This is an optimization exercise on Yosys and OpenROAD, whose aim is small area and few clock cycles per item, not a production implementation. RTL that was checked went through simulation tests only; none was proved equivalent to the original.

== oak ==
Design lh_sensor_decoder, start of the top module:
module lh_sensor_decoder (
    input  wire               clk,
    input  wire               rst,
    input  wire               in_valid,
    output wire               in_ready,
    input  wire               in_fall_valid,
    input  wire [31:0]        in_fall_ts,
    input  wire               in_rise_valid,
    input  wire [31:0]        in_rise_ts,
    output reg                out_valid,
    output wire [2:0]         out_kind,
    output wire [31:0]        out_length,
    output wire [31:0]        out_duty,
    output wire [1:0]         out_slot,
    output wire signed [17:0] out_angle,
    output wire               out_skip,
    output wire               out_rotor,
    output wire               out_data,
    output wire               out_bit_fwd,
    output wire               ob_we,
    output wire [6:0]         ob_addr,
    output wire [15:0]        ob_wdata,
    output wire               frame_done,
    output wire [8:0]         frame_length,
    output wire               frame_padding
);
export LEC_CHECK = 0
export CAP_MARGIN = 20
export CORE_MARGIN = 2
export CORE_UTILIZATION = 60
export CTS_BUF_LIST = sky130_fd_sc_hd__clkbuf_8
export SLEW_MARGIN = 20
create_clock -name core_clock -period 16.0 [get_ports {clk}]
standard.sh (not shown) runs the stock make flow with config.mk's settings and CLKGATE_MAP_FILE= SYNTH_SCRIPT=/design/flow/synth_recipe.tcl, a recipe that flattens the netlist after the stock synthesis.
==> flow/flow/run.sh <==
#!/bin/bash
# The standard layout with four changes:
# - ABC maps with flow/abc_speed.script, which runs two area-recovering &nf
#   passes (-R 1000) instead of the standard script's delay-oriented ones;
#   the rest of synthesis (synth_recipe.tcl and ORFS's synth.tcl) is unchanged.
# - after synthesis, flow/fa_polarity.py re-chooses which full adders work on
#   complemented signals (a full adder is self-dual) so that fewer inverters
#   are needed; registers and everything else are left as synthesis made them.
# - the port buffers inserted before global placement are the smallest
#   buffer, sky130_fd_sc_hd__buf_1; repair_design and repair_timing still
#   resize them where timing or slew needs it.
# - clock tree synthesis runs without dummy loads (-dont_use_dummy_load),
#   with sky130_fd_sc_hd__clkbuf_8 as its buffer and clusters of up to 24 sinks.
# Each tool's output goes to a log file here.
set -euo pipefail
rm -rf scripts_abc
cp -r "$FLOW_HOME/scripts" scripts_abc
cp flow/abc_speed.script scripts_abc/abc_speed.script
ARGS=("SCRIPTS_DIR=$PWD/scripts_abc" 'BUFFER_PORTS_ARGS=-buffer_cell sky130_fd_sc_hd__buf_1'
      'CTS_ARGS=-sink_clustering_enable -repair_clock_nets -buf_list sky130_fd_sc_hd__clkbuf_8 -dont_use_dummy_load -sink_clustering_size 24 -sink_clustering_max_diameter 120')
bash standard.sh "${ARGS[@]}" synth > synth.log 2>&1
R=orfs/results/sky130hd/lh_sensor_decoder/base
cp "$R/1_2_yosys.v" "$R/1_2_yosys.before_polarity.v"
python3 flow/fa_polarity.py "$R/1_2_yosys.before_polarity.v" "$R/1_2_yosys.v" > polarity.log 2>&1
rm -f "$R/1_synth.odb" "$R/1_synth.sdc"
bash standard.sh "${ARGS[@]}" finish > standard.log 2>&1
Other scripts of this flow, unchanged in this note and not shown: flow/flow/abc_speed.script, flow/flow/fa_polarity.py
Having completed the whole flow, oak delivered a layout that passed the timing, design-rule and antenna checks.
Testbench counts of oak, summed over its fixed seeds: cycles 80,008, polls 80,000.
--- input diff oak..pine ---
-- flow/flow/run.sh --
<<< oak, line 2
# The standard layout with four changes:
>>> pine, line 2
# The standard layout with three changes:
<<< oak, line 12
# - clock tree synthesis runs without dummy loads (-dont_use_dummy_load),
#   with sky130_fd_sc_hd__clkbuf_8 as its buffer and clusters of up to 24 sinks.
>>> pine, line 12
<<< oak, line 19
ARGS=("SCRIPTS_DIR=$PWD/scripts_abc" 'BUFFER_PORTS_ARGS=-buffer_cell sky130_fd_sc_hd__buf_1'
      'CTS_ARGS=-sink_clustering_enable -repair_clock_nets -buf_list sky130_fd_sc_hd__clkbuf_8 -dont_use_dummy_load -sink_clustering_size 24 -sink_clustering_max_diameter 120')
>>> pine, line 17
ARGS=("SCRIPTS_DIR=$PWD/scripts_abc" 'BUFFER_PORTS_ARGS=-buffer_cell sky130_fd_sc_hd__buf_1')
## What came out
CTS clock-pin slew for the worst setup and hold paths across pine and oak: no real change. The sum of routed wire length over all layers of pine and that of oak are within noise of each other. Compare pine and oak | area growth from synthesis to layout lower: oak. Compared with oak, in pine global-route wire length before repair saw little to no change; global-route usage saw little to no change; end-of-flow core utilization went up; layout inverter count without the clock tree shows no meaningful change. | fmax | pine vs oak | ≈ equal |.

* * *

the reference run:
Another version of the RTL of lh_sensor_decoder (not shown whole).
For scale: roughly 170 flip-flops, ~200 I/O pins, ~0.014 sq mm of cells after synthesis.
Design lh_sensor_decoder, start of the top module:
module lh_sensor_decoder (
    input  wire               clk,
    input  wire               rst,
    input  wire               in_valid,
    output wire               in_ready,
    input  wire               in_fall_valid,
    input  wire [31:0]        in_fall_ts,
    input  wire               in_rise_valid,
    input  wire [31:0]        in_rise_ts,
    output reg                out_valid,
    output wire [2:0]         out_kind,
    output wire [31:0]        out_length,
    output wire [31:0]        out_duty,
    output wire [1:0]         out_slot,
    output wire signed [17:0] out_angle,
    output wire               out_skip,
    output wire               out_rotor,
    output wire               out_data,
    output wire               out_bit_fwd,
    output wire               ob_we,
    output wire [6:0]         ob_addr,
    output wire [15:0]        ob_wdata,
    output wire               frame_done,
    output wire [8:0]         frame_length,
    output wire               frame_padding
);
export LEC_CHECK = 0
export CAP_MARGIN = 20
export CORE_MARGIN = 2
export CORE_UTILIZATION = 40
export SLEW_MARGIN = 20
create_clock -name core_clock -period 16.0 [get_ports {clk}]
==> flow/flow/run.sh <==
#!/bin/bash
# The standard layout with two changes:
# - ABC maps with flow/abc_speed.script, which runs one area-recovering &nf
#   pass instead of the standard script's repeated delay-oriented passes;
#   the rest of synthesis (synth_recipe.tcl and ORFS's synth.tcl) is unchanged.
# - the port buffers inserted before global placement are the smallest
#   buffer, sky130_fd_sc_hd__buf_1; repair_design and repair_timing still
#   resize them where timing or slew needs it.
set -euo pipefail
rm -rf scripts_abc
cp -r "$FLOW_HOME/scripts" scripts_abc
cp flow/abc_speed.script scripts_abc/abc_speed.script
bash standard.sh "SCRIPTS_DIR=$PWD/scripts_abc" \
    'BUFFER_PORTS_ARGS=-buffer_cell sky130_fd_sc_hd__buf_1' finish > standard.log 2>&1
==> flow/flow/abc_speed.script <==
strash
&get -n
&st
&dch
&nf -R 1000
&put
buffer -c
topo
stime -c
upsize -c
dnsize -c
No stage failed in the reference run, and the final checks on the layout all came back clean.
Modified inputs, the trial run compared to the reference run
==> flow/flow/run.sh <==
#!/bin/bash
# The standard layout, except that the port buffers inserted before global
# placement are the smallest buffer, sky130_fd_sc_hd__buf_1, instead of the
# cell buffer_ports picks by default; repair_design and repair_timing still
# resize them where timing or slew needs it.
set -euo pipefail
bash standard.sh 'BUFFER_PORTS_ARGS=-buffer_cell sky130_fd_sc_hd__buf_1' finish > standard.log 2>&1
removed: flow/flow/abc_speed.script
Notes after the runs:
The trial run was carried through to the last stage, and its layout satisfied the timing, design-rule and antenna checks. Taking the reference run as the reference, in the trial run post-cts sizing count essentially unchanged; fmax increased about 7%; sequential fraction of the synthesis area decreased 0.90 points; worst relative slew slack increased 2.4 points; synthesized cell count increased 6.7%. Relative to the reference run, the routed length on met3 measured on the trial run has decreased by more than 10%. Global routing usage on met2 (the trial run over the reference run): increase, 2.5 points.
No run of this note included a check of the RTL's function; only the layout flow was run.

* * *

lh_sensor_decoder, a different RTL version from the one above (not shown whole).
Size: roughly 2900 cells after synthesis, about 270 flip-flops, about 200 I/O pins, ~26000 µm² of cells after synthesis.
clock: 16.0 ns
lec_check: 0
abc_clock_period_in_ps: 12000
cap_margin: 20
core_margin: 2
core_utilization: 40
slew_margin: 20
run.sh (not shown) runs the stock make flow with config.mk's settings and CLKGATE_MAP_FILE= SYNTH_SCRIPT=/design/flow/synth_recipe.tcl, a recipe that flattens the netlist after the stock synthesis.
Stock flow here: none of the scripts above is used.
The baseline completed without violations.
Testbench counts at the start, summed over its fixed seeds: cycles 80,008, polls 80,000.
Edit:
--- a/flow/config.mk
+++ b/flow/config.mk
@@ -6,5 +6,4 @@
 export NUM_CORES = 4
 export LEC_CHECK = 0
-export ABC_CLOCK_PERIOD_IN_PS = 12000
 export CAP_MARGIN = 20
 export CORE_MARGIN = 2
Effect: The new run produced a clean layout; non-clock buffer count is unchanged; critical path depth does not change; register-to-register slack is about the same; wire length stays the same; cell count stays the same; first-iteration DRC count is unchanged; final area does not change.

* * *

== JK ==
lh_sensor_decoder with an RTL version that a note above also has.
Size in the first run: ~200 I/O pins.
Settings: LEC_CHECK=0, CAP_MARGIN=20, CORE_MARGIN=2, CORE_UTILIZATION=60, CTS_BUF_LIST=sky130_fd_sc_hd__clkbuf_8, SLEW_MARGIN=20; clock period 16.0 ns.
standard.sh (not shown) runs the stock make flow with config.mk's settings and CLKGATE_MAP_FILE= SYNTH_SCRIPT=/design/flow/synth_recipe.tcl, a recipe that flattens the netlist after the stock synthesis.
==> flow/flow/run.sh <==
#!/bin/bash
# The standard layout with three changes:
# - ABC maps with flow/abc_speed.script, which runs two area-recovering &nf
#   passes (-R 1000) instead of the standard script's delay-oriented ones;
#   the rest of synthesis (synth_recipe.tcl and ORFS's synth.tcl) is unchanged.
# - after synthesis, flow/fa_polarity.py re-chooses which full adders work on
#   complemented signals (a full adder is self-dual) so that fewer inverters
#   are needed; registers and everything else are left as synthesis made them.
# - the port buffers inserted before global placement are the smallest
#   buffer, sky130_fd_sc_hd__buf_1; repair_design and repair_timing still
#   resize them where timing or slew needs it.
# Each tool's output goes to a log file here.
set -euo pipefail
rm -rf scripts_abc
cp -r "$FLOW_HOME/scripts" scripts_abc
cp flow/abc_speed.script scripts_abc/abc_speed.script
ARGS=("SCRIPTS_DIR=$PWD/scripts_abc" 'BUFFER_PORTS_ARGS=-buffer_cell sky130_fd_sc_hd__buf_1')
bash standard.sh "${ARGS[@]}" synth > synth.log 2>&1
R=orfs/results/sky130hd/lh_sensor_decoder/base
cp "$R/1_2_yosys.v" "$R/1_2_yosys.before_polarity.v"
python3 flow/fa_polarity.py "$R/1_2_yosys.before_polarity.v" "$R/1_2_yosys.v" > polarity.log 2>&1
rm -f "$R/1_synth.odb" "$R/1_synth.sdc"
bash standard.sh "${ARGS[@]}" finish > standard.log 2>&1
==> flow/flow/abc_speed.script <==
strash
&get -n
&st
&dch
&nf -R 1000
&st
&syn2
&dch
&nf -R 1000
&put
topo
stime -c
upsize -c
dnsize -c
Other scripts of this flow, unchanged in this note and not shown: flow/flow/fa_polarity.py
Testbench counts of JK, summed over its fixed seeds: cycles 80,008, polls 80,000.
The inputs of MS differ from those of JK as listed below.
--- a/flow/flow/run.sh
+++ b/flow/flow/run.sh
@@ -1,3 +1,3 @@
 #!/bin/bash
-# The standard layout with three changes:
+# The standard layout with four changes:
 # - ABC maps with flow/abc_speed.script, which runs two area-recovering &nf
@@ -11,2 +11,4 @@
 #   resize them where timing or slew needs it.
+# - clock tree synthesis runs without dummy loads (-dont_use_dummy_load),
+#   with sky130_fd_sc_hd__clkbuf_8 as its buffer.
 # Each tool's output goes to a log file here.
@@ -16,3 +18,4 @@
 cp flow/abc_speed.script scripts_abc/abc_speed.script
-ARGS=("SCRIPTS_DIR=$PWD/scripts_abc" 'BUFFER_PORTS_ARGS=-buffer_cell sky130_fd_sc_hd__buf_1')
+ARGS=("SCRIPTS_DIR=$PWD/scripts_abc" 'BUFFER_PORTS_ARGS=-buffer_cell sky130_fd_sc_hd__buf_1'
+      'CTS_ARGS=-sink_clustering_enable -repair_clock_nets -root_buf sky130_fd_sc_hd__clkbuf_8 -buf_list {sky130_fd_sc_hd__clkbuf_4 sky130_fd_sc_hd__clkbuf_8} -dont_use_dummy_load')
 bash standard.sh "${ARGS[@]}" synth > synth.log 2>&1
--- a/flow/flow/abc_speed.script
+++ b/flow/flow/abc_speed.script
@@ -10,2 +10,3 @@
 &put
+buffer -c
 topo
==> results.txt <==
Diff JK and MS: final area higher in JK
Setup slack delta for MS relative to JK: 0.053 ns lower
In MS, synthesized cell count is higher than in JK.
MS vs JK on non-clock buffer instance count of the final layout: MS is the higher one.
Summary: with JK as the reference, final weighted congestion in routability-driven placement in MS moved down slightly.
Edits applied to the flow inputs when going from MS to AL:
--- a/flow/flow/run.sh
+++ b/flow/flow/run.sh
@@ -1,5 +1,5 @@
 #!/bin/bash
-# The standard layout with four changes:
-# - ABC maps with flow/abc_speed.script, which runs two area-recovering &nf
-#   passes (-R 1000) instead of the standard script's delay-oriented ones;
+# The standard layout with three changes:
+# - ABC maps with flow/abc_speed.script, which runs one area-recovering &nf
+#   pass instead of the standard script's repeated delay-oriented passes;
 #   the rest of synthesis (synth_recipe.tcl and ORFS's synth.tcl) is unchanged.
@@ -11,4 +11,2 @@
 #   resize them where timing or slew needs it.
-# - clock tree synthesis runs without dummy loads (-dont_use_dummy_load),
-#   with sky130_fd_sc_hd__clkbuf_8 as its buffer.
 # Each tool's output goes to a log file here.
@@ -18,4 +16,3 @@
 cp flow/abc_speed.script scripts_abc/abc_speed.script
-ARGS=("SCRIPTS_DIR=$PWD/scripts_abc" 'BUFFER_PORTS_ARGS=-buffer_cell sky130_fd_sc_hd__buf_1'
-      'CTS_ARGS=-sink_clustering_enable -repair_clock_nets -root_buf sky130_fd_sc_hd__clkbuf_8 -buf_list {sky130_fd_sc_hd__clkbuf_4 sky130_fd_sc_hd__clkbuf_8} -dont_use_dummy_load')
+ARGS=("SCRIPTS_DIR=$PWD/scripts_abc" 'BUFFER_PORTS_ARGS=-buffer_cell sky130_fd_sc_hd__buf_1')
 bash standard.sh "${ARGS[@]}" synth > synth.log 2>&1
Findings:
Every run in the comparison, AL and MS, completed the flow with a clean layout. Compared AL against MS; total detailed-routing wirelength within noise. Taking MS as the reference, in AL utilization saw an increase, number of cells traversed by the worst register-to-register path saw an increase. Compare AL and MS | first-iteration DRC count lower: AL. AL and MS ended up with nearly the same fmax. Taking MS as the reference, in AL wire length of the first global-routing pass has remained practically unchanged; clock-buffer cell count has increased.
--- input diff AL..TR ---
- changing CORE_UTILIZATION from 60 to 75
--- a/flow/flow/run.sh
+++ b/flow/flow/run.sh
@@ -2,4 +2,4 @@
 # The standard layout with three changes:
-# - ABC maps with flow/abc_speed.script, which runs one area-recovering &nf
-#   pass instead of the standard script's repeated delay-oriented passes;
+# - ABC maps with flow/abc_speed.script, which runs two area-recovering &nf
+#   passes (-R 1000) instead of the standard script's delay-oriented ones;
 #   the rest of synthesis (synth_recipe.tcl and ORFS's synth.tcl) is unchanged.
## What came out
TR finished all stages; the layout is clean. | depth of the critical timing path with buffers and inverters included | TR vs AL | 4 lower |. Looking at TR and AL, the required time of the critical path is a wash. Final cycle utilization of the critical path ends up lower on AL. Delta (TR minus AL): cell count now sits lower; total detailed-routing wirelength now sits higher; first-pass GRT wire length now sits higher.

==> re-timing with driven ports <==
In the flow no input, the clock included, has a driving cell. The finished layouts below were timed again as built, in two steps. Step 1 sets driving cells, clkbuf_16 on the clock port and buf_2 on the other inputs (assumed; they add their load-dependent delay and slew). Step 2 also shifts input and output timing later by t, the mid clock arrival at the registers, as if the neighbouring blocks saw the same clock. Slacks: ideal / step 1 / step 2; pairs: ideal / step 1.
run | shift t [ns] | setup slack, ns | hold slack, ns | latest minus earliest clock arrival (ns) | worst slew at a driven data input, ns
oak | 0.483 | 0.781 / 0.739 / 1.222 | 0.494 / 0.494 / 0.494 | 0.046 / 0.046 | 0.07
pine | 0.491 | 0.750 / 0.708 / 1.200 | 0.516 / 0.516 / 0.516 | 0.027 / 0.027 | 0.07
the reference run | 0.489 | 1.738 / 1.687 / 2.177 | 0.429 / 0.429 / 0.429 | 0.014 / 0.013 | 0.07
the trial run | 0.483 | 2.675 / 2.701 / 2.217 | 0.460 / 0.460 / 0.460 | 0.011 / 0.011 | 0.10
the first run of note 3 | 0.626 | 0.899 / 0.938 / 0.312 | 0.433 / 0.433 / 0.433 | 0.017 / 0.016 | 0.16
the second run of note 3 | 0.626 | 0.899 / 0.938 / 0.312 | 0.433 / 0.433 / 0.433 | 0.017 / 0.016 | 0.16
JK | 0.492 | 0.834 / 0.791 / 1.284 | 0.503 / 0.503 / 0.503 | 0.024 / 0.023 | 0.08
MS | 0.483 | 0.781 / 0.739 / 1.222 | 0.494 / 0.494 / 0.494 | 0.046 / 0.046 | 0.07
AL | 0.491 | 0.750 / 0.708 / 1.200 | 0.516 / 0.516 / 0.516 | 0.027 / 0.027 | 0.07
TR | 0.511 | 0.591 / 0.548 / 1.059 | 0.518 / 0.518 / 0.518 | 0.020 / 0.020 | 0.11
After both steps every run listed still meets setup and hold.
